Background: an optimization exercise with open tools, aiming at small area, a short achievable clock period and few clock cycles. Do not read the settings as production practice. In this exercise RTL edits were held to simulation tests only and were not proved equivalent to the original. Power and IR drop assume default switching activity.

$ cat design/flow/design.v
module codec_core (
    input             clk,
    input             rst,
    input             cmd_valid,
    output            cmd_ready,
    input      [7:0]  cmd_opc,
    input      [4:0]  cmd_width,
    input      [15:0] cmd_len,
    input      [15:0] cmd_count,
    input             in_valid,
    output            in_ready,
    input      [15:0] in_data,
    output            out_valid,
    input             out_ready,
    output     [15:0] out_data,
    output            done,
    output            err,
    output     [3:0]  err_code,
    output     [15:0] err_info
);
    reg        busy;       
    reg        fin;        
    reg        skip;       
    reg        enc, dec, qd, qu, pk, up;   
    reg [4:0]  w;          
    reg [3:0]  p;          
    reg [3:0]  amt;        
    reg [15:0] in_left;    
    reg [15:0] cnt;        
    reg [15:0] W0;         
    reg        ld;         
    reg        tl;         
    reg        rn;         
    reg        inz, in1;   
    reg        cntz, cnt1; 
    reg        crs, need;  
    reg        mA, mB;     
    reg        err_r;
    reg        c_w;        
    reg        c_r;        
    reg        ov;
    reg [15:0] od;
    wire is_q   = qd | qu;
    wire is_rle = enc | dec;
    wire left   = pk | qu;
    wire work = busy & ~fin;
    wire room = ~ov | out_ready;
    wire [15:0] mask;      
    wire [15:0] gep;       
    genvar j;
    generate
        for (j = 0; j < 16; j = j + 1) begin : g_th
            assign mask[j] = w > j;
            assign gep[j]  = p <= j;
        end
    endgenerate
    wire [4:0]  sum   = {1'b0, p} + w;
    wire [4:0]  sum2  = {1'b0, sum[3:0]} + w;
    wire [15:0] m2    = up ? {16{~inz}} : left ? (mask & {16{~tl}}) : 16'hFFFF;
    wire [15:0] selw  = up ? (gep & {16{ld}}) : {16{enc | (dec & ~ld)}};
    wire [15:0] flip  = {qd, 5'd0, qu, 9'd0};
    wire [15:0] X     = (selw & W0) | (~selw & ((in_data & m2) ^ flip));
    wire [15:0] r1    = amt[0] ? {X[0],     X[15:1]}  : X;
    wire [15:0] r2    = amt[1] ? {r1[1:0],  r1[15:2]} : r1;
    wire [15:0] r4    = amt[2] ? {r2[3:0],  r2[15:4]} : r2;
    wire [15:0] R     = amt[3] ? {r4[7:0],  r4[15:8]} : r4;
    wire [15:0] bp_out = left ? ((gep & R) | (~gep & W0)) : (R & mask);
    wire bad  = |(in_data & ~mask);
    wire same = (in_data[7:0] == W0[7:0]) & ~cntz;
    wire [15:0] in_left_m1 = in_left - 16'd1;
    wire [15:0] cnt_m1     = cnt - 16'd1;
    wire        in_left2   = in_left == 16'd2;
    wire        cnt2       = cnt == 16'd2;
    wire in_rdy = mA | (mB & room);
    wire take   = in_valid & in_rdy;
    wire em_r  = work & ((pk & tl) | (up & ~cntz & ((ld & ~crs) | inz)) | (dec & ~ld & ~cntz) |
                         (enc & (tl | ld)) | (enc & ~tl & ~ld & inz & rn));
    wire em_rv = work & up & ~cntz & (~ld | crs) & ~inz;
    wire em_t  = work & (is_q | (pk & ~tl & (crs | in1)) | (dec & ld & ~cntz));
    wire em_tb = work & enc & ~tl & ~ld & rn;
    wire emit  = (room & (em_r | (em_rv & in_valid))) | (take & (em_t | (em_tb & ~same)));
    wire f_1  = work & ((skip & inz) | (is_q & inz) | (pk & ~tl & inz) | (up & cntz & inz) |
                        (dec & ~ld & cntz & inz) | (enc & ~tl & ~ld & inz & ~rn));
    wire f_v  = work & ((skip & in1) | (up & cntz & in1));
    wire f_t  = work & ((is_q & in1) | (pk & ~tl & in1 & ~need) | (dec & ld & in1 & (cntz | cnt1)));
    wire f_r  = work & ((pk & tl) | (up & ~cntz & cnt1 & inz) | (dec & ~ld & ~cntz & cnt1 & inz) |
                        (enc & ld & ~tl & inz & ~rn));
    wire f_rv = work & up & ~cntz & cnt1 & (~ld | crs) & in1;
    wire finish = f_1 | (in_valid & f_v) | (take & f_t) | (room & (f_r | (f_rv & in_valid)));
    wire ecnt     = enc & (tl | ~ld);
    wire cmd_rdy  = ~busy & (~fin | room);
    wire cmd_fire = cmd_valid & cmd_rdy;
    wire c_bp     = cmd_opc[5];
    wire c_q      = cmd_opc[4];
    wire c_dir    = cmd_opc[1];
    wire wbad     = cmd_width == 5'd0 || cmd_width > 5'd16;
    wire skip_c   = (c_bp & wbad) | (~c_bp & ~c_q & c_dir & cmd_len[0]);
    wire c_enc    = ~skip_c & ~c_bp & ~c_q & ~c_dir;
    wire c_dec    = ~skip_c & ~c_bp & ~c_q &  c_dir;
    wire c_qd     = ~skip_c & c_q & ~c_dir;
    wire c_qu     = ~skip_c & c_q &  c_dir;
    wire c_pk     = ~skip_c & c_bp & ~c_dir;
    wire c_up     = ~skip_c & c_bp &  c_dir;
    wire c_inz    = cmd_len == 16'd0;
    wire c_cntz   = ~c_up | (cmd_count == 16'd0);
    wire c_cnt1   = c_up & (cmd_count == 16'd1);
    wire e_brk   = take & ~same & enc & ~tl & rn;
    wire e_tail  = room & work & enc & ~tl & ~ld & inz & rn;
    wire e_start = take & enc & ~rn;
    wire e_ext   = take & same & enc & rn;
    wire d_load  = take & dec & ~ld;
    wire c_dec1  = (emit & (up | dec)) | e_ext | (take & ~bad & (qu | pk) & ~err_r);
    wire step    = (take & pk & ~tl) | (emit & up & ~cntz);
    reg inz_n, in1_n, cntz_n, cnt1_n, crs_n, ld_n, tl_n, rn_n;
    always @* begin
        inz_n  = inz;
        in1_n  = in1;
        cntz_n = cntz;
        cnt1_n = cnt1;
        crs_n  = crs;
        ld_n   = ld;
        tl_n   = tl;
        rn_n   = rn;
        if (cmd_fire) begin
            inz_n  = c_inz;
            in1_n  = cmd_len == 16'd1;
            cntz_n = c_cntz;
            cnt1_n = c_cnt1;
            crs_n  = cmd_width[4];
            ld_n   = 1'b0;
            tl_n   = 1'b0;
            rn_n   = 1'b0;
        end else begin
            if (take) begin
                inz_n = in1;
                in1_n = in_left2;
            end
            if (d_load) begin
                cntz_n = in_data[7:0] == 8'd0;
                cnt1_n = in_data[7:0] == 8'd1;
            end else if (e_start | e_brk) begin
                cntz_n = 1'b0;
                cnt1_n = 1'b0;
            end else if (c_dec1) begin
                cntz_n = cnt1;
                cnt1_n = cnt2;
            end
            if (step)
                crs_n = sum2[4];
            if (pk) begin
                if (tl) begin
                    if (room) tl_n = 1'b0;
                end else if (take & in1 & need)
                    tl_n = 1'b1;
            end
            if (up & ~cntz & ~ld & emit)
                ld_n = ~crs;
            if (dec & take)
                ld_n = ~ld;
            if (enc) begin
                if (e_start)
                    rn_n = 1'b1;
                else if (e_tail)
                    rn_n = 1'b0;
                if (tl) begin
                    if (room) tl_n = 1'b0;
                end else if (ld) begin
                    if (e_brk) tl_n = 1'b1;
                    else if (room) ld_n = 1'b0;
                end else if (e_brk | e_tail)
                    ld_n = 1'b1;
            end
        end
    end
    wire busy_n = cmd_fire | (busy & ~(work & finish));
    wire fin_n  = (work & finish) | (fin & ~room);
    wire enc_n  = cmd_fire ? c_enc : enc;
    wire dec_n  = cmd_fire ? c_dec : dec;
    wire q_n    = cmd_fire ? (c_qd | c_qu) : is_q;
    wire pk_n   = cmd_fire ? c_pk : pk;
    wire up_n   = cmd_fire ? c_up : up;
    wire skip_n = cmd_fire ? skip_c : skip;
    wire act_n  = busy_n & ~fin_n & ~inz_n;
    wire mA_n   = act_n & (skip_n | ((up_n | dec_n) & cntz_n));
    wire mB_n   = act_n & (q_n | (pk_n & ~tl_n) | (up_n & ~cntz_n & (~ld_n | crs_n)) |
                           (dec_n & ~cntz_n & (ld_n | cnt1_n)) | (enc_n & ~tl_n));
    always @(posedge clk) begin
        if (rst) begin
            busy <= 1'b0;
            fin  <= 1'b0;
            ov   <= 1'b0;
            mA   <= 1'b0;
            mB   <= 1'b0;
        end else begin
            busy <= busy_n;
            fin  <= fin_n;
            ov   <= emit | (ov & ~out_ready);
            mA   <= mA_n;
            mB   <= mB_n;
        end
        inz  <= inz_n;
        in1  <= in1_n;
        cntz <= cntz_n;
        cnt1 <= cnt1_n;
        crs  <= crs_n;
        ld   <= ld_n;
        tl   <= tl_n;
        rn   <= rn_n;
        if (emit)
            od <= ecnt ? {8'd0, ~cnt[7:0]} : bp_out;
        if (cmd_fire) begin
            enc   <= c_enc;
            dec   <= c_dec;
            qd    <= c_qd;
            qu    <= c_qu;
            pk    <= c_pk;
            up    <= c_up;
            w     <= c_q ? 5'd10 : c_bp ? cmd_width : 5'd8;
            skip  <= skip_c;
            err_r <= skip_c;
            c_w   <= c_bp & wbad;
            c_r   <= c_bp | c_q;
        end else if (take & (qu | pk) & bad)
            err_r <= 1'b1;
        if (cmd_fire)
            in_left <= cmd_len;
        else if (take)
            in_left <= in_left_m1;
        if (cmd_fire) begin
            p    <= c_q ? 4'd6 : (~c_bp & ~c_dir) ? 4'd8 : 4'd0;
            amt  <= c_q ? (c_dir ? 4'd10 : 4'd6) : (~c_bp & ~c_dir) ? 4'd8 : 4'd0;
            need <= cmd_width[4] & (|cmd_width[3:0]);
        end else if (step) begin
            p    <= sum[3:0];
            amt  <= up ? sum[3:0] : 4'd0 - sum[3:0];
            need <= sum2[4] & (|sum2[3:0]);
        end
        if (cmd_fire)
            cnt <= c_bp ? (wbad ? ~{11'd0, cmd_width} : c_dir ? cmd_count : 16'hFFFF) :
                   c_q ? 16'hFFFF : (c_dir & cmd_len[0]) ? ~cmd_len : 16'd0;
        else if (d_load)
            cnt <= {8'd0, in_data[7:0]};
        else if (e_start | e_brk)
            cnt <= 16'h00FE;
        else if (c_dec1)
            cnt <= cnt_m1;
        if (cmd_fire)
            W0 <= 16'd0;
        else if (take & pk & ~tl)
            W0 <= crs ? (R & ~gep) : bp_out;
        else if (e_brk | e_tail)
            W0 <= {W0[7:0], in_data[7:0]};
        else if ((up & ~cntz & emit & (crs | ~ld)) | (is_rle & take))
            W0 <= in_data & {16{~inz}};
    end
    assign cmd_ready = cmd_rdy;
    assign in_ready  = in_rdy;
    assign out_valid = ov;
    assign out_data  = od;
    assign done      = fin & room;
    assign err       = err_r;
    assign err_code  = {~c_w & c_r, 1'b0, c_w, ~c_w};
    assign err_info  = ~cnt;
endmodule
$ cat design/flow/run.sh
#!/bin/bash
# synth_recipe.tcl (not shown) runs the flow's synth.tcl, then flattens the netlist and writes it again
# the make line also repeats each setting of config.mk as NAME=value (left out here)
make -C /OpenROAD-flow-scripts/flow DESIGN_CONFIG=/design/flow/config.mk WORK_HOME=/design/flow/orfs CLKGATE_MAP_FILE= SYNTH_SCRIPT=/design/flow/synth_recipe.tcl finish
$ cat design/flow/config.mk
export PLATFORM = sky130hd
export DESIGN_NAME = codec_core
export DESIGN_NICKNAME = codec_core
export VERILOG_FILES = /design/flow/design.v
export SDC_FILE = /design/flow/constraint.sdc
export NUM_CORES = 4
export LEC_CHECK = 0
export ABC_AREA = 1
export CAP_MARGIN = 20
export CORE_MARGIN = 2
export CORE_UTILIZATION = 40
export SETUP_SLACK_MARGIN = 2.5
export SLEW_MARGIN = 20
$ cat design/flow/constraint.sdc
create_clock -name core_clock -period 5.0 [get_ports {clk}]
set_input_delay 1.0000 -clock core_clock [delete_from_list [all_inputs] [get_ports {clk}]]
set_output_delay 1.0000 -clock core_clock [all_outputs]
set_load 0.01 [all_outputs]
==> results of run 1 <==
==> sequential cells by signal (all words and copies together), names as in the netlist, 3 cells and up <==
name and flops:
w 5, od 16, cnt 16, amt 3, p 4, in_left 16, W0 16
==> placed cells by master, fill, tap and decap left out, types with 24 or more instances in the layout <==
cell type,Yosys,final
a21oi_1,78,58
buf_4,5,109
clkdlybuf4s50_1,0,66
dfxtp_1,33,26
edfxtp_1,67,67
inv_1,149,114
inv_2,10,26
nand2_1,236,200
nand2_2,5,24
nand3_1,198,135
nand3_2,0,51
nor2_1,125,98
o21ai_0,117,92
o21ai_1,15,24
==> metal layers <==
metal / vias up / global-route usage / part of all wire
li1: 4798 / - / -
met1: 4862 / 0.398 / 0.39
met2: 643 / 0.494 / 0.46
met3: 169 / 0.0492 / 0.094
met4: 0 / 0.160 / 0.056
met5: - / 0 / 0
==> kinds of logic (layout without fill, tap and decap cells) <==
family	count (synthesis)	count (layout)	share of synthesized area
multiplexers	2	2	0.00238
XOR/XNOR	28	28	0.0292
buffers and inverters	211	413	0.0990
AO/OA/AOI/OAI	285	285	0.194
flip-flops	100	100	0.318
AND/OR/NAND/NOR	635	640	0.335
other	1	1	0.000446
adder cells (fa/ha/maj)	14	14	0.0217
==> critical path, stage by stage, from the launching register on <==
cell and delay (ns):
edfxtp_1 0.44, buf_12 0.15, buf_4 0.13, buf_4 0.19
a21oi_4 0.21, nand2_2 0.10, o21ai_2 0.15, mux2i_2 0.27
nand2_1 0.12, nand3_1 0.14, nand3_1 0.15, nand3_1 0.16
nand2_2 0.14, nand2_1 0.09, nand2_1 0.07, nand2_1 0.06
o21ai_1 0.05
==> repair_timing <==
action	in CTS	in global routing
gates resized for setup	232	222
cloned	5	2
hold buffers	0	0
buffers inserted	62	61
setup endpoints to repair	168	81
hold endpoints to repair	0	0
pin swaps	45	53
==> final timing paths <==
| kind | startpoint | end | slack [ns] | cells past startpoint |
|---|---|---|---|---|
| setup reg to reg | p[0] | od[5] | 2.14 | 16 |
| hold reg to reg | skip | skip | 0.49 | 1 |
| setup / recovery | p[0] | od[5] | 2.14 | 16 |
| hold / removal | skip | skip | 0.49 | 1 |
==> power groups by stage <==
stage          logic (mW)  registers (mW)  clock network [mW]
3_5_place_dp         1.17            1.16                   0
5_1_grt              1.82            1.16               0.816
6_report             1.71            1.14               0.779
3_3_place_gp         1.16            1.16                   0
2_1_floorplan       0.830            1.10                   0
4_1_cts              1.36            1.13               0.784
==> area by class of cell <==
cell class,count,area (sq um),share of cell area
clock inverters,7,93.8,0.00750
flip-flops and latches,100,2690,0.215
well taps,275,344,0.0275
inverters,163,703,0.0562
clock buffers,9,225,0.0180
multi-input cells,970,6230,0.498
repair buffers,234,2230,0.178
==> results.sh, run 1 <==
export IMPL_status="timing/DRC/antenna clean"
export IMPL_yosysTopAreaCellShare=0.239
export IMPL_fin_setup_tns_ns=0
export IMPL_num_antenna_cells=0
export IMPL_grt_start_max_net_pins=74
export IMPL_cp_end_kind="flip-flop"
export IMPL_vdd_drop_max_v=0.000158
export IMPL_place_ws_ns=0.984
export IMPL_cp_arrival_ns=3.00
export IMPL_yosys_top_cells_area="edfxtp_1 24%, nand3_1 12%, nand2_1 11%"
export IMPL_drt_total_wl_um=36400
export IMPL_vias_per_cell=5.96
export IMPL_p_leak_nw=5.40
export IMPL_synth_seq_area_share=0.318
export IMPL_die_w_um=149
export IMPL_syn_mean_instance_area_sq_um=6.59
export IMPL_overflow=0
export IMPL_worst_pin_slew_ns=0.962
export IMPL_htreeDepth=3
export IMPL_first_pass_iters=6
export IMPL_cts_buffers_inserted=9
export IMPL_ant_nets=0
export IMPL_switching_share=0.434
export IMPL_dp_cells=1612
export IMPL_wl_per_cell_um=20.7
export IMPL_rsz0062_at_grt="true"
export IMPL_die_h_um=149
export IMPL_ys_async_sr_fraction=0
export IMPL_numPortBuffers=100
export IMPL_setup_viol=0
export IMPL_worstPathRequired_ns=5.13
export IMPL_power_frac_comb=0.470
export IMPL_rows=53
export IMPL_grt_pass1_wl_um=52600
export IMPL_fin_cells=1758
export IMPL_final_util=0.601
export IMPL_cts_root_buf="clkbuf_16"
export IMPL_synthesis_nets=1356
export IMPL_clock_skew_ns=0.0196
export IMPL_finalCriticalPeriod_ns=2.86
export IMPL_p_sw_mw=1.58
export IMPL_nNetsFinal=1558
export IMPL_synth_cell_types=54
export IMPL_first_global_vias=9496
export IMPL_worst_slack_ns=2.14
export IMPL_hold_worst_slack_ns=0.490
export IMPL_yosysMostFrequentCell="nand2_1"
export IMPL_hold_path_class="reg2reg"
export IMPL_period_share=0.572
export IMPL_clk_pin_slew_ns=0.08
export IMPL_seq_power_share=0.315
export IMPL_cts_tree="yes"
export IMPL_drc=0
export IMPL_layout_drive_gt1_share=0.301
export IMPL_finalMaxSlewViolations=0
export IMPL_start_util=0.404
export IMPL_hpwl_um=24000
export IMPL_ys_ff_latch=100
export IMPL_power_mw=3.63
export IMPL_synth_common_cells="236 x nand2_1, 198 x nand3_1, 149 x inv_1, 125 x nor2_1, 117 x o21ai_0"
export IMPL_synth_ff_type="edfxtp_1"
export IMPL_place_area_sq_mm=0.00972
export IMPL_gp_congestion=1.01
export IMPL_postLayoutCellArea_sq_mm=0.0125
export IMPL_netlist_area_sq_mm=0.00841
export IMPL_ioPinCount=107
export IMPL_cp_max_fo=11
export IMPL_cellPowerDensity_mw_per_mm2=290
export IMPL_grt_use_total=0.307
export IMPL_max_freq_mhz=349
export IMPL_power_frac_clock=0.214
export IMPL_yosysWarnings=1
export IMPL_clock_sinks=100
export IMPL_slew_limit_headroom=0.358
export IMPL_clkLatencyLatePin_ns=0.39
export IMPL_synth_area_leader_cell="edfxtp_1"
export IMPL_cp_start_kind="flip-flop"
export IMPL_core_area_sq_mm=0.0208
export IMPL_cts_max_path_buffers=2
export IMPL_vias=10500
export IMPL_hold_violations=0
export IMPL_first_iter_violations=1225
export IMPL_path_class="reg2reg"
export IMPL_areaGrowthSynthToFinish_pct=48.9
export IMPL_maxCapViolations=0
export IMPL_syn_inst=1276
export IMPL_die_area_sq_mm=0.0222
export IMPL_antenna_found_initial=0
export IMPL_synth_edf_count=67
export IMPL_internal_power_mw=2.05
export IMPL_fill_cells=1870
Testbench counts, summed over its fixed seeds: cycles 53,953.
==> inputs of run 2 (changes only) <==
--- a/design/flow/config.mk
+++ b/design/flow/config.mk
@@ -10,4 +10,5 @@
 export CORE_MARGIN = 2
 export CORE_UTILIZATION = 40
-export SETUP_SLACK_MARGIN = 2.5
+export SETUP_SLACK_MARGIN = 2.4
 export SLEW_MARGIN = 20
+export TNS_END_PERCENT = 5
==> run 2 against run 1 <==
  * Global-route usage is 1.6 points lower
  * Clock-buffer cell count stayed put
  * Die area stayed put
  * Sequential share of layout area is 3.1 points higher
  * Critical path depth is 2 higher
  * Register-to-register slack better by 0.03 ns
  * Combinational power is 19% lower
  * Sequential power hardly changed
  * Final cell count is 4.0% lower
  * Setup slack better by 0.032 ns
  * Clock skew is 0.0045 ns lower
  * Via count is 7.0% lower
==> results.sh, run 2 <==
export IMPL_p_leak_nw=4.64
export IMPL_ant_nets=0
export IMPL_hpwl_um=24100
export IMPL_synth_ff_type="edfxtp_1"
export IMPL_grt_start_max_net_pins=74
export IMPL_maxCapViolations=0
export IMPL_cp_start_kind="flip-flop"
export IMPL_crit_chain="buf_12, ha_4, fa_2, xnor2_4, inv_2, ha_4, inv_1, o21bai_2, a21oi_2, xor2_1, inv_1, nand2_1, o211ai_1, nand3_1, nand2_1, nand4_1, nand2_1, inv_1"
export IMPL_rsz0062_at_grt="true"
export IMPL_r2r_cells=18
export IMPL_nNetsFinal=1487
export IMPL_slowest_stage="edfxtp_1"
export IMPL_antenna_found_initial=0
export IMPL_layout_drive_gt1_share=0.161
export IMPL_wl_per_cell_um=19.4
export IMPL_rows=53
export IMPL_yosysTopAreaCellShare=0.239
export IMPL_cts_tree="yes"
export IMPL_clk_pin_slew_ns=0.08
export IMPL_path_class="reg2reg"
export IMPL_worstHoldPathCells=2
export IMPL_clock_sinks=100
export IMPL_worstPathRequired_ns=5.27
export IMPL_finalCriticalPeriod_ns=2.83
export IMPL_clkLatencyLatePin_ns=0.38
export IMPL_cts_root_buf="clkbuf_16"
export IMPL_clock_skew_ns=0.0151
export IMPL_numPortBuffers=100
export IMPL_drt_total_wl_um=32800
export IMPL_num_antenna_cells=0
export IMPL_synth_seq_area_share=0.318
export IMPL_critPathMaxStageDelay_ns=0.43
export IMPL_synthesis_nets=1356
export IMPL_cellPowerDensity_mw_per_mm2=299
export IMPL_gp_congestion=1.02
export IMPL_cp_arrival_ns=3.10
export IMPL_yosys_top_cells_area="edfxtp_1 24%, nand3_1 12%, nand2_1 11%"
export IMPL_vias_per_cell=5.78
export IMPL_areaGrowthSynthToFinish_pct=29.6
export IMPL_setup_viol=0
export IMPL_start_util=0.404
export IMPL_hold_path_class="reg2reg"
export IMPL_fill_cells=2121
export IMPL_cp_end_kind="flip-flop"
export IMPL_p_sw_mw=1.36
export IMPL_htreeDepth=3
export IMPL_synth_area_leader_cell="edfxtp_1"
export IMPL_cts_max_path_buffers=2
export IMPL_die_w_um=149
export IMPL_seq_power_share=0.349
export IMPL_grt_pass1_wl_um=49700
export IMPL_final_util=0.523
export IMPL_slew_limit_headroom=0.508
export IMPL_ys_ff_latch=100
export IMPL_first_global_vias=9066
export IMPL_ys_async_sr_fraction=0
export IMPL_first_pass_iters=6
export IMPL_synth_edf_count=67
export IMPL_fin_setup_tns_ns=0
export IMPL_vias=9744
export IMPL_dp_cells=1615
export IMPL_synth_common_cells="236 x nand2_1, 198 x nand3_1, 149 x inv_1, 125 x nor2_1, 117 x o21ai_0"
export IMPL_ioPinCount=107
export IMPL_yosysWarnings=1
export IMPL_period_share=0.566
export IMPL_grt_use_total=0.291
export IMPL_cp_max_fo=3
export IMPL_drc=0
export IMPL_cts_buffers_inserted=9
export IMPL_status="timing/DRC/antenna clean"
export IMPL_syn_mean_instance_area_sq_um=6.59
export IMPL_power_frac_clock=0.225
export IMPL_internal_power_mw=1.90
export IMPL_hold_violations=0
export IMPL_synth_cell_types=54
export IMPL_power_mw=3.26
export IMPL_vdd_drop_max_v=0.000175
export IMPL_fin_cells=1687
export IMPL_syn_inst=1276
export IMPL_die_h_um=149
export IMPL_power_frac_comb=0.427
export IMPL_netlist_area_sq_mm=0.00841
export IMPL_overflow=0
export IMPL_worst_pin_slew_ns=0.738
export IMPL_die_area_sq_mm=0.0222
export IMPL_first_iter_violations=1059
export IMPL_multi_input_area_sq_mm=0.00538
export IMPL_switching_share=0.417
export IMPL_finalMaxSlewViolations=0
export IMPL_max_freq_mhz=353
export IMPL_final_common_cell="nand2_1"
export IMPL_core_area_sq_mm=0.0208
export IMPL_seq_area_sq_mm=0.00268
export IMPL_yosysMostFrequentCell="nand2_1"
export IMPL_layout_common_cells="216 x nand2_1, 184 x nand3_1, 134 x inv_1"
## run 2: layer usage
layer,global-route usage,share of wire,vias to the layer above
li1,-,-,4643
met1,0.386,0.41,4472
met2,0.461,0.45,500
met3,0.0492,0.090,129
met4,0.141,0.053,0
met5,0,0,-
## run 2: stage by stage
stage	hold slack, ns	instance area (sq um)	setup slack, ns
detailed placement	0.481	9680	0.917
finish	0.501	10900	2.17
global placement	0.473	9680	1.00
global route	0.524	10900	2.02
CTS	0.500	10600	2.17
floorplan	0.458	8470	2.32
## run 2: timing repair
action	CTS	global route
setup endpoints to repair	162	85
hold buffers	0	0
cloned	4	0
setup buffers	31	21
resized for setup	129	49
pin swaps	19	10
## run 2: logic make-up (layout without fill, tap and decap cells)
kind of cell,count (synthesis),count (layout),synth area share
and+or+nand+nor,635,636,0.335
AOI/OAI and AO/OA,285,285,0.194
buffers and inverters,211,346,0.0990
DFF,100,100,0.318
xor gates and xnor gates,28,28,0.0292
adders and majority gates,14,14,0.0217
muxes,2,2,0.00238
other,1,1,0.000446
## run 2: final cells by class
| class | instances | share of cell area |
|---|---|---|
| well taps | 275 | 0.0316 |
| flip-flops and latches | 100 | 0.246 |
| inverters | 163 | 0.0590 |
| multi-input cells | 966 | 0.494 |
| repair inverters | 2 | 0.00115 |
| clock buffers | 9 | 0.0207 |
| repair buffers | 165 | 0.140 |
| clock inverters | 7 | 0.00689 |
## run 2: path summary, 6_finish.rpt
check,start,endpoint,slack [ns]
max,p[0],mB,2.17
min,fin,fin,0.50
max reg2reg,p[0],mB,2.17
min reg2reg,fin,fin,0.50
## run 2: critical path: cells and delay by family (launching register included)
family | cells | cell delay, ns
buffers and inverters | 5 | 0.38
and+or+nand+nor | 5 | 0.43
DFF | 1 | 0.43
adders and majority gates | 3 | 0.80
AOI/OAI and AO/OA | 3 | 0.35
xor gates and xnor gates | 2 | 0.32
## run 2: power groups by stage
stage | Clock (mW) | Combinational (mW) | Sequential (mW)
floorplan | 0 | 0.816 | 1.10
global placement | 0 | 1.16 | 1.16
detailed placement | 0 | 1.16 | 1.16
CTS | 0.748 | 1.29 | 1.13
global route | 0.773 | 1.52 | 1.15
finish | 0.732 | 1.39 | 1.14
==> inputs of run 3 (changes only) <==
--- a/design/flow/config.mk
+++ b/design/flow/config.mk
@@ -10,5 +10,5 @@
 export CORE_MARGIN = 2
 export CORE_UTILIZATION = 40
-export SETUP_SLACK_MARGIN = 2.4
+export SETUP_SLACK_MARGIN = 2.6
 export SLEW_MARGIN = 20
 export TNS_END_PERCENT = 5
==> run 3 against run 2 <==
  * Largest power group unchanged
  * Sequential share of layout area decreased by 0.49 points
  * Synthesized area unchanged
  * Highest routed layer unchanged
  * Sequential cell count unchanged
  * Clock power increased by 3.8%
  * Sequential power about the same
  * First-iteration DRC count decreased by 6.5%
  * Still clean on timing, DRC and antenna
  * Die area unchanged
  * Hold slack got worse by 0.0025 ns
  * Clock-buffer cell count unchanged
  * Synthesized cell count unchanged
  * Non-clock buffer count increased by 6
==> results.sh, run 3 <==
export IMPL_rsz0062_at_grt="true"
export IMPL_wl_met1_um=14000
export IMPL_synth_cell_types=54
export IMPL_first_global_vias=9301
export IMPL_maxCapViolations=0
export IMPL_cp_end_kind="flip-flop"
export IMPL_gp_congestion=0.980
export IMPL_r2r_start="p[0]"
export IMPL_top_layer="met4"
export IMPL_vias=9866
export IMPL_grt_start_max_net_pins=74
export IMPL_fill_cells=2088
export IMPL_rows=53
export IMPL_worstPathRequired_ns=5.30
export IMPL_first_iter_violations=990
export IMPL_antenna_found_initial=0
export IMPL_core_area_sq_mm=0.0208
export IMPL_whs_endpoint="skip"
export IMPL_worst_pin_slew_ns=1.03
export IMPL_synth_common_cells="236 x nand2_1, 198 x nand3_1, 149 x inv_1, 125 x nor2_1, 117 x o21ai_0"
export IMPL_r2r_end="mB"
export IMPL_nNetsFinal=1492
export IMPL_drc=0
export IMPL_finalMaxSlewViolations=0
export IMPL_r2r_cells=18
export IMPL_cp_common_cell="nand2_1"
export IMPL_clkLatencyLatePin_ns=0.37
export IMPL_dr_wl_met3_um=2940
export IMPL_hold_path_class="reg2reg"
export IMPL_finalCriticalPeriod_ns=2.89
export IMPL_die_w_um=149
export IMPL_power_mw=3.33
export IMPL_clock_sinks=100
export IMPL_ys_ff_latch=100
export IMPL_hpwl_um=24900
export IMPL_synthesis_nets=1356
export IMPL_overflow=0
export IMPL_areaGrowthSynthToFinish_pct=32.5
export IMPL_ys_async_sr_fraction=0
export IMPL_path_class="in2reg"
export IMPL_place_ws_ns=0.940
export IMPL_p_leak_nw=4.75
export IMPL_start_util=0.404
export IMPL_yosys_top_cells_area="edfxtp_1 24%, nand3_1 12%, nand2_1 11%"
export IMPL_cp_arrival_ns=3.19
export IMPL_syn_inst=1276
export IMPL_clk_pin_slew_ns=0.09
export IMPL_cts_tree="yes"
export IMPL_crit_chain="clkdlybuf4s15_1, buf_6, inv_2, nand2_1, nand2_1, nor2_1, nand3_2, nor2_2, nor3_2, nand2_1, buf_6, nand2_4, buf_4, nor4_4, nand2_4, bufbuf_16, o21a_1, a21oi_1"
export IMPL_die_area_sq_mm=0.0222
export IMPL_final_common_cell="nand2_1"
export IMPL_syn_mean_instance_area_sq_um=6.59
export IMPL_vdd_drop_max_v=0.000177
export IMPL_slew_limit_headroom=0.311
export IMPL_r2r_setup_slack_ns=2.12
export IMPL_slowest_stage="bufbuf_16"
export IMPL_cts_max_path_buffers=2
export IMPL_ant_nets=0
export IMPL_synth_edf_count=67
export IMPL_die_h_um=149
export IMPL_worst_slack_ns=2.11
export IMPL_fin_setup_tns_ns=0
export IMPL_yosysWarnings=1
export IMPL_first_pass_iters=6
export IMPL_max_freq_mhz=346
export IMPL_cts_buffers_inserted=9
export IMPL_yosysTopAreaCellShare=0.239
export IMPL_layout_common_cells="218 x nand2_1, 174 x nand3_1, 132 x inv_1"
export IMPL_vias_per_cell=5.83
export IMPL_clock_skew_ns=0.0125
export IMPL_cts_root_buf="clkbuf_16"
export IMPL_numPortBuffers=100
export IMPL_layout_drive_gt1_share=0.174
export IMPL_netlist_area_sq_mm=0.00841
export IMPL_grt_pass1_wl_um=52500
export IMPL_htreeDepth=3
export IMPL_synth_seq_area_share=0.318
export IMPL_hold_violations=0
export IMPL_cellPowerDensity_mw_per_mm2=299
export IMPL_setup_viol=0
export IMPL_num_antenna_cells=0
export IMPL_worstHoldPathCells=1
export IMPL_synth_area_leader_cell="edfxtp_1"
export IMPL_min_from="skip"
export IMPL_wl_per_cell_um=20.2
export IMPL_multi_input_area_sq_mm=0.00552
export IMPL_cp_start_kind="primary input"
export IMPL_met2_length_um=15400
export IMPL_synth_ff_type="edfxtp_1"
export IMPL_cp_max_fo=7
export IMPL_seq_area_sq_mm=0.00269
export IMPL_period_share=0.577
export IMPL_ioPinCount=107
export IMPL_critPathMaxStageDelay_ns=0.30
export IMPL_yosysMostFrequentCell="nand2_1"
export IMPL_status="timing/DRC/antenna clean"
export IMPL_drt_total_wl_um=34100
export IMPL_grt_use_total=0.307
## run 3: cell types whose count changed in the layout (fill, tap and decap cells not counted), sizes merged
| cell | delta |
|---|---|
| clkinv | +1 |
| clkinvlp | -3 |
| clkdlybuf4s15 | -1 |
| buf | +5 |
| nand2 | +1 |
| bufbuf | +1 |
| dlygate4sd2 | +1 |
## run 3: power by group
group          switching, mW  total (mW)  leakage (nW)  internal (mW)
Sequential             0.128        1.14         0.911           1.02
Clock                  0.397       0.760         0.152          0.363
Combinational          0.885        1.42          3.69          0.538
Total                   1.41        3.33          4.75           1.92
## run 3: worst max-delay path, delay by kind of cell
family / cells / cell delay, ns
buffers and inverters: 6 / 0.89
AO/OA/AOI/OAI: 2 / 0.24
AND/OR/NAND/NOR: 10 / 1.05
## run 3: repair_timing
| item | CTS | global route |
|---|---|---|
| hold buffers | 0 | 0 |
| pin swaps | 26 | 14 |
| endpoints found under the setup margin | 180 | 162 |
| gates resized for setup | 151 | 65 |
| cloned | 4 | 0 |
| buffers inserted | 39 | 20 |
## run 3: worst max path at each step
stage,startpoint,to,cells after the start
global placement,in_data[4],W0[7],17
floorplan,w[0],mB,17
detailed placement,in_data[5],W0[1],17
CTS,p[0],mB,16
global route,p[0],mB,18
finish,in_data[1],W0[15],18
## run 3: logic make-up after synthesis
kind of cell	after synthesis	synth area share
AOI/OAI and AO/OA	285	0.194
muxes	2	0.00238
adders and majority gates	14	0.0217
xor gates and xnor gates	28	0.0292
DFF	100	0.318
other	1	0.000446
buffers and inverters	211	0.0990
and+or+nand+nor	635	0.335
## run 3: cell type report
cell class / instances / area share
Clock buffer: 9 / 0.0202
Clock inverter: 7 / 0.00820
Timing Repair Buffer: 171 / 0.145
Tap cell: 275 / 0.0309
Sequential cell: 100 / 0.241
Multi-Input combinational cell: 967 / 0.496
Inverter: 163 / 0.0584
## run 3: routing by layer
metal / GRT usage / up-vias
met5: 0 / -
met4: 0.135 / 0
met3: 0.0529 / 126
met2: 0.495 / 532
met1: 0.406 / 4543
li1: - / 4665
## run 3: per-stage QoR
step | hold slack (ns) | cells | cell area (sq um) | util
3_3_place_gp | 0.472 | 1613 | 9660 | 0.464
3_5_place_dp | 0.480 | 1613 | 9660 | 0.464
2_1_floorplan | 0.458 | 1276 | 8470 | -
5_1_grt | 0.537 | 1692 | 11100 | 0.535
6_report | 0.498 | 1692 | 11100 | 0.535
4_1_cts | 0.501 | 1672 | 10700 | 0.516
==> inputs of run 4 (changes only) <==
==> design/flow/flow/run.sh (new file) <==
#!/bin/bash
# Standard synthesis, then the standard ORFS layout steps with two changes:
# port buffers are buf_2 (not the platform's default delay buffer) and the
# resizer may swap cells across footprints.
set -euo pipefail
bash standard.sh synth > synth.log 2>&1
bash standard.sh "BUFFER_PORTS_ARGS=-buffer_cell sky130_fd_sc_hd__buf_2" \
    MATCH_CELL_FOOTPRINT=0 finish > layout.log 2>&1
==> design/flow/standard.sh (new file) <==
#!/bin/bash
# synth_recipe.tcl (not shown) runs the flow's synth.tcl, then flattens the netlist and writes it again
# the make line also repeats each setting of config.mk as NAME=value (left out here)
make -C /OpenROAD-flow-scripts/flow DESIGN_CONFIG=/design/flow/config.mk WORK_HOME=/design/flow/orfs CLKGATE_MAP_FILE= SYNTH_SCRIPT=/design/flow/synth_recipe.tcl "${@:-finish}"
--- a/design/flow/config.mk
+++ b/design/flow/config.mk
@@ -10,5 +10,4 @@
 export CORE_MARGIN = 2
 export CORE_UTILIZATION = 40
-export SETUP_SLACK_MARGIN = 2.6
+export SETUP_SLACK_MARGIN = 2.5
 export SLEW_MARGIN = 20
-export TNS_END_PERCENT = 5
removed: design/flow/run.sh
==> run 4 against run 3 <==
  * Synthesized area stayed put
  * Total power is 12% higher
  * First-iteration DRC count is 39% higher
  * Still clean on timing, DRC and antenna
  * Final cell count is 3.8% higher
  * Clock skew is 0.0056 ns lower
  * Register-to-register slack worse by 0.15 ns
  * Clock-buffer cell count stayed put
  * Global-route usage is 0.87 points higher
  * Synthesized cell count stayed put
  * Die area stayed put
  * Largest power group unchanged
==> results.sh, run 4 <==
export IMPL_status="timing/DRC/antenna clean"
export IMPL_rows=53
export IMPL_die_area_sq_mm=0.0222
export IMPL_layout_drive_gt1_share=0.373
export IMPL_ys_ff_latch=100
export IMPL_vdd_drop_max_v=0.000165
export IMPL_p_leak_nw=5.27
export IMPL_synth_seq_area_share=0.318
export IMPL_netlist_area_sq_mm=0.00841
export IMPL_maxCapViolations=0
export IMPL_grt_use_total=0.316
export IMPL_postLayoutCellArea_sq_mm=0.0121
export IMPL_die_w_um=149
export IMPL_syn_inst=1276
export IMPL_hold_path_class="reg2reg"
export IMPL_fin_setup_tns_ns=0
export IMPL_grt_start_max_net_pins=74
export IMPL_grt_pass1_wl_um=53600
export IMPL_areaGrowthSynthToFinish_pct=44.5
export IMPL_r2r_start="p[0]"
export IMPL_vias_per_cell=6.04
export IMPL_synth_ff_type="edfxtp_1"
export IMPL_ioPinCount=107
export IMPL_layout_common_cells="190 x nand2_1, 121 x inv_1, 107 x buf_4"
export IMPL_num_antenna_cells=0
export IMPL_power_mw=3.72
export IMPL_max_freq_mhz=330
export IMPL_worstPathRequired_ns=5.12
export IMPL_clk_pin_slew_ns=0.08
export IMPL_cp_end_kind="flip-flop"
export IMPL_synth_area_leader_cell="edfxtp_1"
export IMPL_cts_max_path_buffers=2
export IMPL_synth_common_cells="236 x nand2_1, 198 x nand3_1, 149 x inv_1, 125 x nor2_1, 117 x o21ai_0"
export IMPL_syn_mean_instance_area_sq_um=6.59
export IMPL_finalCriticalPeriod_ns=3.03
export IMPL_cp_arrival_ns=3.16
export IMPL_final_util=0.583
export IMPL_place_ws_ns=1.43
export IMPL_cts_buffers_inserted=9
export IMPL_ys_async_sr_fraction=0
export IMPL_drc=0
export IMPL_cts_tree="yes"
export IMPL_cts_root_buf="clkbuf_16"
export IMPL_numPortBuffers=100
export IMPL_yosysTopAreaCellShare=0.239
export IMPL_core_area_sq_mm=0.0208
export IMPL_yosysMostFrequentCell="nand2_1"
export IMPL_clock_sinks=100
export IMPL_die_h_um=149
export IMPL_rsz0062_at_grt="true"
export IMPL_vias=10600
export IMPL_synthesis_nets=1356
export IMPL_worst_slack_ns=1.97
export IMPL_finalMaxSlewViolations=0
export IMPL_final_common_cell="nand2_1"
export IMPL_htreeDepth=3
export IMPL_worst_pin_slew_ns=0.911
export IMPL_hold_violations=0
export IMPL_ant_nets=0
export IMPL_min_from="skip"
export IMPL_synth_cell_types=54
export IMPL_first_pass_iters=9
export IMPL_gp_congestion=0.969
export IMPL_first_global_vias=9493
export IMPL_hpwl_um=24100
export IMPL_yosys_top_cells_area="edfxtp_1 24%, nand3_1 12%, nand2_1 11%"
export IMPL_synth_edf_count=67
export IMPL_start_util=0.404
export IMPL_first_iter_violations=1378
export IMPL_period_share=0.607
export IMPL_wl_per_cell_um=21.2
export IMPL_antenna_found_initial=1
export IMPL_slew_limit_headroom=0.392
export IMPL_clock_skew_ns=0.00688
export IMPL_path_class="reg2reg"
export IMPL_cellPowerDensity_mw_per_mm2=306
export IMPL_setup_viol=0
export IMPL_cp_max_fo=3
export IMPL_place_area_sq_mm=0.00922
export IMPL_nNetsFinal=1556
export IMPL_cp_start_kind="flip-flop"
export IMPL_clkLatencyLatePin_ns=0.37
export IMPL_yosysWarnings=1
export IMPL_drt_total_wl_um=37200
export IMPL_startpoint="p[0]"
export IMPL_overflow=0
[run 4: cell types whose count changed in the layout (fill, tap and decap cells not counted), moves of 17 or more]
| cell | previous run | this run |
|---|---|---|
| buf_2 | 6 | 92 |
| clkdlybuf4s50_1 | 84 | 0 |
| nand3_1 | 174 | 101 |
| nand3_2 | 22 | 77 |
| buf_4 | 61 | 107 |
| nand2_1 | 218 | 190 |
| nand2_2 | 10 | 34 |
| nand3_4 | 2 | 20 |
| a21oi_2 | 5 | 22 |
[run 4: what timing repair did]
| action | 4_1_cts | 5_1_grt |
|---|---|---|
| pin swaps | 52 | 71 |
| resized for setup | 203 | 187 |
| setup endpoints to repair | 125 | 83 |
| hold buffers | 0 | 0 |
| setup buffers | 79 | 41 |
| gates cloned | 8 | 0 |
[run 4: where the power goes]
part           total (mW)  switching, mW  internal, mW
Sequential           1.13          0.114          1.02
Clock               0.742          0.387         0.355
Combinational        1.85           1.14         0.713
[run 4: cell type report]
| type | count | area (sq um) |
|---|---|---|
| clock inverter | 7 | 75.1 |
| clock buffer | 9 | 225 |
| timing repair buffer | 230 | 1720 |
| tap | 275 | 344 |
| fill | 1922 | 8680 |
| sequential | 100 | 2680 |
| timing repair inverter | 2 | 15.0 |
| inverter | 163 | 692 |
| multi-input combinational | 970 | 6390 |
[run 4: worst paths after layout]
| path | end | slack [ns] | depth (start not counted) |
|---|---|---|---|
| worst min-delay path | skip | 0.56 | 1 |
| worst max register to register | od[9] | 1.97 | 16 |
| worst max-delay path | od[9] | 1.97 | 16 |
| worst min register to register | skip | 0.56 | 1 |
[run 4: cells by family after synthesis]
| family | after synthesis | share of synthesized area |
|---|---|---|
| buf+inv | 211 | 0.0990 |
| simple gates | 635 | 0.335 |
| mux | 2 | 0.00238 |
| fa+ha+maj | 14 | 0.0217 |
| xor+xnor | 28 | 0.0292 |
| flops | 100 | 0.318 |
| other cells | 1 | 0.000446 |
| compound gates | 285 | 0.194 |
[run 4: routing by layer]
layer,up-vias,wire length [um],global-route usage
met4,2,2350,0.176
met3,212,3910,0.0670
met2,716,16500,0.491
met1,4884,14500,0.408
li1,4788,-,-
met5,-,13,0
[run 4: stage by stage]
step                      hold WS [ns]  cells
after floorplan                  0.458   1276
after global placement           0.486   1612
after detailed placement         0.518   1612
after CTS                        0.548   1715
after global routing             0.574   1756
final                            0.556   1756
[run 4: worst max-delay path, cell delays in order (launching register included)]
cell      delay, ns
edfxtp_1       0.44
buf_12         0.16
buf_4          0.12
buf_6          0.12
nor2_4         0.15
buf_6          0.13
nor2_4         0.04
o21ai_2        0.14
inv_2          0.07
nand4_1        0.15
o211ai_1       0.17
o211ai_1       0.18
nand3_1        0.22
nand3_2        0.26
nand3_2        0.16
nand2_2        0.20
nor2_1         0.06
==> inputs of run 5 (changes only) <==
==> design/flow/flow/run.sh (replaced) <==
#!/bin/bash
# Standard synthesis, then the standard ORFS layout steps, with buf_2 port
# buffers in place of the platform's default delay-cell buffers.
set -euo pipefail
bash standard.sh synth > synth.log 2>&1
bash standard.sh "BUFFER_PORTS_ARGS=-buffer_cell sky130_fd_sc_hd__buf_2" finish > layout.log 2>&1
--- a/design/flow/config.mk
+++ b/design/flow/config.mk
@@ -10,4 +10,6 @@
 export CORE_MARGIN = 2
 export CORE_UTILIZATION = 40
-export SETUP_SLACK_MARGIN = 2.5
+export PLACE_DENSITY = 0.75
+export SETUP_SLACK_MARGIN = 2.4
 export SLEW_MARGIN = 20
+export TNS_END_PERCENT = 5
==> run 5 against run 4 <==
  * Final cell count shrank 4.3%
  * Highest routed layer unchanged
  * Via count shrank 6.1%
  * Hold slack got worse by 0.067 ns
  * Synthesized cell count did not move
  * Final area decreased by 14%
  * Utilization decreased by 8.3 points
  * Clock-buffer cell count unchanged
  * Total power down 11%
  * Synthesized area did not move
  * Clock power rose by 2%
  * Sequential power barely moved
==> results.sh, run 5 <==
export IMPL_ys_async_sr_fraction=0
export IMPL_cp_start_kind="flip-flop"
export IMPL_critPathMaxStageDelay_ns=0.44
export IMPL_slew_limit_headroom=0.323
export IMPL_cts_buffers_inserted=9
export IMPL_status="timing/DRC/antenna clean"
export IMPL_hpwl_um=23500
export IMPL_first_iter_violations=1190
export IMPL_slowest_stage="edfxtp_1"
export IMPL_crit_cells=18
export IMPL_nNetsFinal=1481
export IMPL_hold_violations=0
export IMPL_period_share=0.587
export IMPL_start_util=0.404
export IMPL_yosys_area_share_xor_xnor=0.0292
export IMPL_crit_chain="buf_12, ha_4, fa_2, xnor2_4, inv_2, ha_4, inv_2, o21bai_1, a21oi_1, xor2_1, inv_1, nand2_1, o211ai_1, nand3_1, nand2_1, nand4_1, nand2_1, inv_1"
export IMPL_rsz0062_at_grt="true"
export IMPL_maxCapViolations=0
export IMPL_yosys_top_cells_area="edfxtp_1 24%, nand3_1 12%, nand2_1 11%"
export IMPL_core_area_sq_mm=0.0208
export IMPL_synth_area_leader_cell="edfxtp_1"
export IMPL_synth_seq_area_share=0.318
export IMPL_synthesis_nets=1356
export IMPL_worst_slack_ns=2.06
export IMPL_synth_simple_gate_area_frac=0.335
export IMPL_r2r_cells=18
export IMPL_fill_cells=2115
export IMPL_cts_tree="yes"
export IMPL_synth_top_family_by_area="simple AND/OR/NAND/NOR gates"
export IMPL_synth_common_cells="236 x nand2_1, 198 x nand3_1, 149 x inv_1, 125 x nor2_1, 117 x o21ai_0"
export IMPL_num_antenna_cells=0
export IMPL_clock_sinks=100
export IMPL_clkLatencyLatePin_ns=0.37
export IMPL_syn_mean_instance_area_sq_um=6.59
export IMPL_gp_congestion=0.973
export IMPL_cellPowerDensity_mw_per_mm2=317
export IMPL_netlist_area_sq_mm=0.00841
export IMPL_wl_per_cell_um=19.3
export IMPL_finalCriticalPeriod_ns=2.94
export IMPL_drt_total_wl_um=32500
export IMPL_yosysMostFrequentCell="nand2_1"
export IMPL_ioPinCount=107
export IMPL_die_area_sq_mm=0.0222
export IMPL_layout_drive_gt1_share=0.216
export IMPL_worstPathRequired_ns=5.26
export IMPL_yosysWarnings=1
export IMPL_grt_pass1_wl_um=47900
export IMPL_first_global_vias=8782
export IMPL_path_class="reg2reg"
export IMPL_synth_cell_types=54
export IMPL_synth_fa_ha_area_frac=0.0217
export IMPL_layout_common_cells="221 x nand2_1, 174 x nand3_1, 138 x inv_1"
export IMPL_clock_skew_ns=0.0140
export IMPL_rows=53
export IMPL_ys_ff_latch=100
export IMPL_antenna_found_initial=1
export IMPL_cp_end_kind="flip-flop"
export IMPL_crit_family="adder cells"
export IMPL_fin_setup_tns_ns=0
export IMPL_synth_ff_type="edfxtp_1"
export IMPL_final_util=0.500
export IMPL_vdd_drop_max_v=0.000187
export IMPL_clk_pin_slew_ns=0.08
export IMPL_ant_nets=0
export IMPL_worst_pin_slew_ns=1.01
export IMPL_worstHoldPathCells=1
export IMPL_overflow=0
export IMPL_vias_per_cell=5.92
export IMPL_grt_use_total=0.280
export IMPL_vias=9953
export IMPL_power_mw=3.30
export IMPL_cts_root_buf="clkbuf_16"
export IMPL_die_h_um=149
export IMPL_final_common_cell="nand2_1"
export IMPL_max_freq_mhz=341
export IMPL_path_buf_inv=5
export IMPL_hold_path_class="reg2reg"
export IMPL_yosysTopAreaCellShare=0.239
export IMPL_areaGrowthSynthToFinish_pct=23.9
export IMPL_synth_edf_count=67
export IMPL_die_w_um=149
export IMPL_first_pass_iters=8
export IMPL_cts_max_path_buffers=2
export IMPL_grt_start_max_net_pins=36
export IMPL_synth_compound_area_frac=0.194
export IMPL_numPortBuffers=100
export IMPL_p_leak_nw=4.60
export IMPL_hold_worst_slack_ns=0.489
export IMPL_cp_common_cell="nand2_1"
export IMPL_cp_max_fo=2
export IMPL_finalMaxSlewViolations=0
export IMPL_htreeDepth=3
export IMPL_syn_inst=1276
export IMPL_place_ws_ns=1.08
export IMPL_synthMuxAreaShare=0.00238
export IMPL_cp_arrival_ns=3.20
export IMPL_setup_viol=0
export IMPL_drc=0
## run 5: cell counts after synthesis
Identical to the previous run, type by type.
## run 5: area by class of cell
| class | instances | area [sq um] | share of cell area |
|---|---|---|---|
| clock buffers | 9 | 225 | 0.0216 |
| clock inverters | 7 | 86.3 | 0.00829 |
| inverters | 163 | 637 | 0.0611 |
| multi-input cells | 968 | 5440 | 0.522 |
| flip-flops and latches | 100 | 2680 | 0.257 |
| well taps | 275 | 344 | 0.0330 |
| repair buffers | 158 | 996 | 0.0956 |
| repair inverters | 1 | 7.51 | 0.000721 |
## run 5: through the flow
| step | cells | cell area, sq um |
|---|---|---|
| 2_1_floorplan | 1276 | 8470 |
| 3_3_place_gp | 1612 | 9160 |
| 3_5_place_dp | 1612 | 9160 |
| 4_1_cts | 1648 | 9880 |
| 5_1_grt | 1681 | 10400 |
| 6_report | 1681 | 10400 |
## run 5: cell families (layout without fill, tap and decap cells)
group | count (synthesis) | count (layout)
simple gates | 635 | 638
compound gates | 285 | 285
buf+inv | 211 | 338
flops | 100 | 100
xor+xnor | 28 | 28
fa+ha+maj | 14 | 14
mux | 2 | 2
other cells | 1 | 1
## run 5: path summary, 6_finish.rpt
| path | from | end | slack [ns] |
|---|---|---|---|
| max | p[0] | mB | 2.06 |
| min reg2reg | skip | skip | 0.49 |
| max reg2reg | p[0] | mB | 2.06 |
| min | skip | skip | 0.49 |
## run 5: report_power, final
part	internal, mW	switching (mW)
clock network	0.398	0.360
registers	1.02	0.132
logic	0.503	0.889
## run 5: worst reg2reg max path: cells and delay by family, from the launching register on
| family | cells | cell delay (ns) |
|---|---|---|
| adders and majority gates | 3 | 0.83 |
| and+or+nand+nor | 5 | 0.45 |
| DFF | 1 | 0.44 |
| AOI/OAI and AO/OA | 3 | 0.41 |
| buffers and inverters | 5 | 0.37 |
| xor gates and xnor gates | 2 | 0.34 |
## run 5: repair_timing
action / CTS / global route
buffers inserted: 16 / 32
gates resized for setup: 53 / 72
hold buffers: 0 / 0
setup endpoints to repair: 94 / 84
pin swaps: 11 / 29
cloned: 4 / 1
hold endpoints to repair: 0 / 0
## run 5: metal layers
metal  track usage  wire length, um  vias to the layer above
met5             0               16                        -
met4         0.131             1830                        2
met3        0.0508             3250                      137
met2         0.449            14700                      634
met1         0.365            12700                     4552
li1              -                -                     4628
==> inputs of run 6 (changes only) <==
--- a/design/flow/config.mk
+++ b/design/flow/config.mk
@@ -10,5 +10,4 @@
 export CORE_MARGIN = 2
 export CORE_UTILIZATION = 40
-export PLACE_DENSITY = 0.75
 export SETUP_SLACK_MARGIN = 2.4
 export SLEW_MARGIN = 20
==> run 6 against run 5 <==
  * Still clean
  * Combinational power is 3% lower
  * Sequential power hardly changed
  * Non-clock buffer count increased by 10
  * Clock-buffer cell count is the same
  * Hold slack better by 0.026 ns
  * Critical path depth shrank 3
  * Die area unchanged
  * Sequential share of layout area is 0.30 points lower
  * Final area rose by 1.3%
  * Utilization is 0.66 points higher
  * Wire length is 1.9% higher
==> results.sh, run 6 <==
export IMPL_status="timing/DRC/antenna clean"
export IMPL_p_sw_mw=1.40
export IMPL_cp_common_cell="nand2_1"
export IMPL_synth_cell_types=54
export IMPL_clock_sinks=100
export IMPL_cp_max_fo=2
export IMPL_htreeDepth=3
export IMPL_die_area_sq_mm=0.0222
export IMPL_ant_nets=0
export IMPL_slowest_stage="fa_2"
export IMPL_critPathMaxStageDelay_ns=0.57
export IMPL_hold_worst_slack_ns=0.515
export IMPL_cts_root_buf="clkbuf_16"
export IMPL_num_antenna_cells=0
export IMPL_maxCapViolations=0
export IMPL_clk_pin_slew_ns=0.09
export IMPL_grtUsageMet1=0.402
export IMPL_synth_area_leader_cell="edfxtp_1"
export IMPL_power_frac_comb=0.414
export IMPL_antenna_found_initial=0
export IMPL_layout_drive_gt1_share=0.221
export IMPL_synth_common_cells="236 x nand2_1, 198 x nand3_1, 149 x inv_1, 125 x nor2_1, 117 x o21ai_0"
export IMPL_gr_usage_met2=0.472
export IMPL_yosysMostFrequentCell="nand2_1"
export IMPL_numPortBuffers=100
export IMPL_overflow=0
export IMPL_finalCriticalPeriod_ns=2.81
export IMPL_vias=9790
export IMPL_p_leak_nw=4.67
export IMPL_grt_start_max_net_pins=57
export IMPL_first_global_vias=9003
export IMPL_cellPowerDensity_mw_per_mm2=309
export IMPL_max_freq_mhz=356
export IMPL_netlist_area_sq_mm=0.00841
export IMPL_hold_violations=0
export IMPL_final_common_cell="nand2_1"
export IMPL_areaGrowthSynthToFinish_pct=25.5
export IMPL_core_area_sq_mm=0.0208
export IMPL_grt_busiest_layer="met2"
export IMPL_start_util=0.404
export IMPL_cp_start_kind="flip-flop"
export IMPL_wl_per_cell_um=19.6
export IMPL_worst_pin_slew_ns=0.828
export IMPL_power_frac_clock=0.237
export IMPL_die_w_um=149
export IMPL_path_class="reg2reg"
export IMPL_finalMaxSlewViolations=0
export IMPL_layout_common_cells="221 x nand2_1, 193 x nand3_1, 132 x inv_1"
export IMPL_synth_seq_area_share=0.318
export IMPL_cp_end_kind="flip-flop"
export IMPL_postLayoutCellArea_sq_mm=0.0106
export IMPL_setup_viol=0
export IMPL_synth_edf_count=67
export IMPL_worstPathRequired_ns=5.32
export IMPL_ioPinCount=107
export IMPL_synth_ff_type="edfxtp_1"
export IMPL_internal_power_mw=1.86
export IMPL_vias_per_cell=5.79
export IMPL_seq_power_share=0.349
export IMPL_cp_arrival_ns=3.13
export IMPL_syn_inst=1276
export IMPL_cts_max_path_buffers=2
export IMPL_fin_setup_tns_ns=0
export IMPL_cts_buffers_inserted=9
export IMPL_clock_skew_ns=0.0138
export IMPL_cts_tree="yes"
export IMPL_yosysTopAreaCellShare=0.239
export IMPL_slew_limit_headroom=0.446
export IMPL_drc=0
export IMPL_yosysWarnings=1
export IMPL_place_area_sq_mm=0.00917
export IMPL_r2r_cells=15
export IMPL_ys_async_sr_fraction=0
export IMPL_grt_pass1_wl_um=50900
export IMPL_switching_share=0.428
export IMPL_first_iter_violations=1051
export IMPL_hpwl_um=24200
export IMPL_worstHoldPathCells=1
export IMPL_hold_path_class="reg2reg"
export IMPL_drt_total_wl_um=33100
export IMPL_rsz0062_at_grt="true"
export IMPL_die_h_um=149
export IMPL_gp_congestion=0.983
export IMPL_vdd_drop_max_v=0.000184
export IMPL_clkLatencyLatePin_ns=0.38
export IMPL_synthesis_nets=1356
export IMPL_rows=53
export IMPL_syn_mean_instance_area_sq_um=6.59
export IMPL_nNetsFinal=1490
export IMPL_first_pass_iters=6
export IMPL_period_share=0.561
export IMPL_yosys_top_cells_area="edfxtp_1 24%, nand3_1 12%, nand2_1 11%"
export IMPL_met3_usage=0.0425
export IMPL_crit_chain="ha_4, fa_2, ha_4, a21oi_4, o21bai_4, a21oi_4, xor2_2, inv_1, nand2_1, o211ai_1, nand3_1, nand2_1, nand4_1, nand2_1, inv_1"
export IMPL_cts_hold_fix_buffers=0
export IMPL_ys_ff_latch=100
export IMPL_grt_use_total=0.300
==> run 6: cell count changes in the layout (fill, tap and decap cells not counted), moves of 4 or more <==
cell | before | now
nand3_2 | 21 | 4
o21ai_1 | 15 | 21
buf_8 | 0 | 4
nor2_2 | 7 | 12
nand3_1 | 174 | 193
nor2_4 | 7 | 11
o21ai_0 | 114 | 109
buf_2 | 99 | 95
inv_1 | 138 | 132
buf_4 | 54 | 59
nor2_1 | 115 | 106
==> run 6: path summary, 6_finish.rpt <==
kind,start,to,slack [ns]
worst max register to register,w[0],mB,2.19
worst max-delay path,w[0],mB,2.19
worst min-delay path,skip,skip,0.51
worst min register to register,skip,skip,0.51
==> run 6: what timing repair did <==
item | 4_1_cts | 5_1_grt
setup buffers | 40 | 17
gates resized for setup | 103 | 47
pin swaps | 26 | 13
gates cloned | 4 | 0
setup endpoints to repair | 139 | 79
==> run 6: through the flow <==
step	worst slack (ns)	util	std cells	power (mW)
after floorplan	2.32	-	1276	1.91
after global placement	1.30	0.440	1613	2.27
after detailed placement	1.27	0.440	1613	2.27
after CTS	2.18	0.492	1673	3.18
after global routing	2.05	0.507	1690	3.44
final	2.19	0.507	1690	3.26
==> run 6: area by class of cell <==
cell class              count  area, sq um
well taps                 275          344
repair buffers            168         1150
repair inverters            1         7.51
multi-input cells         967         5400
inverters                 163          654
fillers                  2143        10300
flip-flops and latches    100         2680
clock inverters             7         91.3
clock buffers               9          225
==> run 6: cell families after synthesis <==
| logic type | share of synthesized area |
|---|---|
| AO/OA/AOI/OAI | 0.194 |
| adder cells (fa/ha/maj) | 0.0217 |
| flip-flops | 0.318 |
| multiplexers | 0.00238 |
| buffers and inverters | 0.0990 |
| XOR/XNOR | 0.0292 |
| other | 0.000446 |
| AND/OR/NAND/NOR | 0.335 |
==> run 6: metal layers <==
metal  wire length, um  part of all wire
met5                 0                 0
met4              1810             0.055
met3              2480             0.075
met2             15100              0.46
met1             13700              0.41
==> run 6: critical path: cells and delay by family (launching register included) <==
| family | cells | cell delay (ns) |
|---|---|---|
| fa+ha+maj | 3 | 1.00 |
| compound gates | 4 | 0.57 |
| buf+inv | 2 | 0.11 |
| simple gates | 5 | 0.38 |
| xor+xnor | 1 | 0.19 |
| flops | 1 | 0.49 |
==> run 6: power groups by stage <==
stage	clock [mW]	sequential [mW]	combinational [mW]
2_1_floorplan	0	1.10	0.816
3_3_place_gp	0	1.16	1.10
3_5_place_dp	0	1.16	1.11
4_1_cts	0.783	1.13	1.26
5_1_grt	0.804	1.15	1.48
6_report	0.771	1.14	1.35
==> inputs of run 7 (changes only) <==
--- a/design/flow/config.mk
+++ b/design/flow/config.mk
@@ -10,5 +10,5 @@
 export CORE_MARGIN = 2
 export CORE_UTILIZATION = 40
-export SETUP_SLACK_MARGIN = 2.4
+export SETUP_SLACK_MARGIN = 2.2
 export SLEW_MARGIN = 20
 export TNS_END_PERCENT = 5
==> run 7 against run 6 <==
  * Final cell count down 0.89%
  * Via count decreased by 0.83%
  * Die area is the same
  * Setup slack got worse by 0.13 ns
  * Non-clock buffer count fell by 16
  * Synthesized cell count unchanged
  * Clock-buffer cell count did not move
  * Utilization shrank 1.8 points
  * Clock power down 1%
  * Register-to-register slack worse by 0.13 ns
  * Wire length grew 2.4%
  * Critical path depth fell by 2
  * Still clean on timing, DRC and antenna
==> results.sh, run 7 <==
export IMPL_die_area_sq_mm=0.0222
export IMPL_core_area_sq_mm=0.0208
export IMPL_cts_buffers_inserted=9
export IMPL_die_w_um=149
export IMPL_nNetsFinal=1474
export IMPL_status="timing/DRC/antenna clean"
export IMPL_slowest_stage="dfxtp_2"
export IMPL_path_buf_inv=2
export IMPL_grt_start_max_net_pins=53
export IMPL_r2r_end="W0[4]"
export IMPL_antenna_found_initial=1
export IMPL_gp_congestion=0.967
export IMPL_worst_slack_ns=2.06
export IMPL_hold_violations=0
export IMPL_htreeDepth=3
export IMPL_worst_pin_slew_ns=0.990
export IMPL_syn_mean_instance_area_sq_um=6.59
export IMPL_wl_per_cell_um=20.3
export IMPL_layout_common_cells="226 x nand2_1, 191 x nand3_1, 141 x inv_1"
export IMPL_maxCapViolations=0
export IMPL_ioPinCount=107
export IMPL_cts_root_buf="clkbuf_16"
export IMPL_overflow=0
export IMPL_yosys_top_cells_area="edfxtp_1 24%, nand3_1 12%, nand2_1 11%"
export IMPL_ys_ff_latch=100
export IMPL_cp_end_kind="flip-flop"
export IMPL_startpoint="tl"
export IMPL_grt_pass1_wl_um=50600
export IMPL_period_share=0.587
export IMPL_cts_max_path_buffers=2
export IMPL_place_area_sq_mm=0.00912
export IMPL_areaGrowthSynthToFinish_pct=21.1
export IMPL_first_pass_iters=5
export IMPL_syn_inst=1276
export IMPL_clkLatencyLatePin_ns=0.38
export IMPL_drc=0
export IMPL_synth_edf_count=67
export IMPL_vdd_drop_max_v=0.000197
export IMPL_synth_area_leader_cell="edfxtp_1"
export IMPL_hold_worst_slack_ns=0.506
export IMPL_layout_drive_gt1_share=0.196
export IMPL_slew_limit_headroom=0.340
export IMPL_first_iter_violations=1109
export IMPL_fin_setup_tns_ns=0
export IMPL_setup_viol=0
export IMPL_vias_per_cell=5.80
export IMPL_cts_tree="yes"
export IMPL_crit_cells=13
export IMPL_vias=9709
export IMPL_p_leak_nw=4.53
export IMPL_synthesis_nets=1356
export IMPL_cp_common_cell="nand2_2"
export IMPL_worstPathRequired_ns=5.26
export IMPL_finalCriticalPeriod_ns=2.94
export IMPL_critPathCapture="W0[4]"
export IMPL_crit_family="simple AND/OR/NAND/NOR gates"
export IMPL_synth_cell_types=54
export IMPL_cp_start_kind="flip-flop"
export IMPL_final_common_cell="nand2_1"
export IMPL_crit_chain="inv_1, nand3_1, nor2_1, nand2_1, nand4_1, a21oi_4, nand2_8, nand2_2, or2_0, nand2_2, bufbuf_16, o21ai_0, a21oi_1"
export IMPL_numPortBuffers=100
export IMPL_ys_async_sr_fraction=0
export IMPL_cp_max_fo=16
export IMPL_finalMaxSlewViolations=0
export IMPL_r2r_start="tl"
export IMPL_yosysTopAreaCellShare=0.239
export IMPL_cellPowerDensity_mw_per_mm2=313
export IMPL_start_util=0.404
export IMPL_r2r_cells=13
export IMPL_critPathMaxStageDelay_ns=0.54
export IMPL_hpwl_um=24500
export IMPL_ant_nets=0
export IMPL_clock_sinks=100
export IMPL_max_freq_mhz=341
export IMPL_r2r_setup_slack_ns=2.06
export IMPL_netlist_area_sq_mm=0.00841
export IMPL_synth_common_cells="236 x nand2_1, 198 x nand3_1, 149 x inv_1, 125 x nor2_1, 117 x o21ai_0"
export IMPL_grt_use_total=0.300
export IMPL_hold_path_class="reg2reg"
export IMPL_synth_seq_area_share=0.318
export IMPL_synth_ff_type="edfxtp_1"
export IMPL_first_global_vias=9047
export IMPL_rows=53
export IMPL_rsz0062_at_grt="true"
export IMPL_die_h_um=149
export IMPL_clk_pin_slew_ns=0.08
export IMPL_place_ws_ns=1.19
export IMPL_clock_skew_ns=0.0133
export IMPL_yosysWarnings=1
export IMPL_final_util=0.489
export IMPL_path_class="reg2reg"
export IMPL_drt_total_wl_um=33900
export IMPL_postLayoutCellArea_sq_mm=0.0102
export IMPL_yosysMostFrequentCell="nand2_1"
export IMPL_cp_arrival_ns=3.20
export IMPL_fill_cells=2222
run 7: cell types whose count changed in the layout (fill, tap and decap cells not counted), sizes merged:
cell,change
bufbuf,+2
clkinv,-2
buf,-18
inv,+4
clkinvlp,-2
diode,+1
run 7: final cells by class:
cell class                      count  area, sq um  area share
Timing Repair inverter              1         5.00    0.000491
Timing Repair Buffer              152          970      0.0952
Clock inverter                      7         86.3     0.00848
Clock buffer                        9          225      0.0221
Sequential cell                   100         2680       0.263
Tap cell                          275          344      0.0338
Multi-Input combinational cell    967         5240       0.514
Antenna cell                        1         2.50    0.000246
Inverter                          163          637      0.0625
run 7: cell families (layout without fill, tap and decap cells):
family / count (synthesis) / count (layout) / share of synthesized area
AO/OA/AOI/OAI: 285 / 285 / 0.194
XOR/XNOR: 28 / 28 / 0.0292
adder cells (fa/ha/maj): 14 / 14 / 0.0217
buffers and inverters: 211 / 332 / 0.0990
flip-flops: 100 / 100 / 0.318
multiplexers: 2 / 2 / 0.00238
other: 1 / 2 / 0.000446
AND/OR/NAND/NOR: 635 / 637 / 0.335
run 7: repair_timing:
item,in CTS,in global routing
hold buffers,0,0
pin swaps,13,9
endpoints found under the hold margin,0,0
endpoints found under the setup margin,73,81
cloned,3,2
resized for setup,54,44
buffers inserted,20,21
run 7: stage by stage:
stage | power, mW | cells
3_3_place_gp | 2.26 | 1612
4_1_cts | 3.11 | 1651
5_1_grt | 3.35 | 1674
2_1_floorplan | 1.90 | 1276
3_5_place_dp | 2.26 | 1612
6_report | 3.19 | 1675
run 7: how the worst min path moves through the flow:
stage / startpoint / endpoint / slack [ns] / cells after the start
after CTS: skip / skip / 0.51 / 1
after global routing: skip / skip / 0.53 / 1
after global placement: skip / skip / 0.48 / 1
after floorplan: skip / skip / 0.46 / 1
after detailed placement: skip / skip / 0.49 / 1
final: skip / skip / 0.51 / 1
run 7: layer usage:
| layer | wire length, um | vias up | GRT usage |
|---|---|---|---|
| li1 | - | 4617 | - |
| met1 | 14200 | 4473 | 0.405 |
| met2 | 15300 | 518 | 0.474 |
| met3 | 2780 | 101 | 0.0410 |
| met4 | 1680 | 0 | 0.145 |
| met5 | 0 | - | 0 |
run 7: where the power goes:
| group | internal [mW] | switching (mW) |
|---|---|---|
| registers | 1.02 | 0.125 |
| logic | 0.450 | 0.837 |
| clock network | 0.362 | 0.398 |
| total | 1.83 | 1.36 |

## port drivers added, routing unchanged
The results above use ideal ports. As a check the final layouts listed here were re-extracted and re-timed, cells and wires unchanged.
Step 1: set_driving_cell puts a clkbuf_16 on clk and a buf_2 on each other input, an assumption about the parent block.
Step 2 adds t to the input delays and takes it off the output delays; t is the mean of the earliest and latest rising clock arrival at the registers after step 1. Input paths then give back, and output paths get back, about the clock's delay inside the block.
Three values: ideal, step 1, step 2; two values: the first two.
| run | t (ns) | setup slack, ns | clock arrival spread, ns | worst slew at a driven data input, ns | pins driven straight from the clock port |
|---|---|---|---|---|---|
| run 1 | 0.424 | 2.139 / 2.139 / 1.870 | 0.019 / 0.020 | 0.07 | 1 |
| run 2 | 0.418 | 2.170 / 2.170 / 1.794 | 0.017 / 0.018 | 0.05 | 1 |
| run 3 | 0.413 | 2.113 / 2.124 / 1.712 | 0.012 / 0.012 | 0.06 | 1 |
| run 4 | 0.419 | 1.967 / 1.967 / 1.814 | 0.008 / 0.009 | 0.07 | 1 |
| run 5 | 0.407 | 2.064 / 2.064 / 1.731 | 0.014 / 0.014 | 0.06 | 1 |
| run 6 | 0.419 | 2.193 / 2.175 / 1.828 | 0.014 / 0.014 | 0.06 | 1 |
| run 7 | 0.413 | 2.065 / 2.065 / 1.693 | 0.013 / 0.013 | 0.05 | 1 |
After both steps setup and hold are still met in every run listed. The setup slack of run 3, which loses most, moves by +0.011 ns with the drivers and by -0.401 ns with both steps.
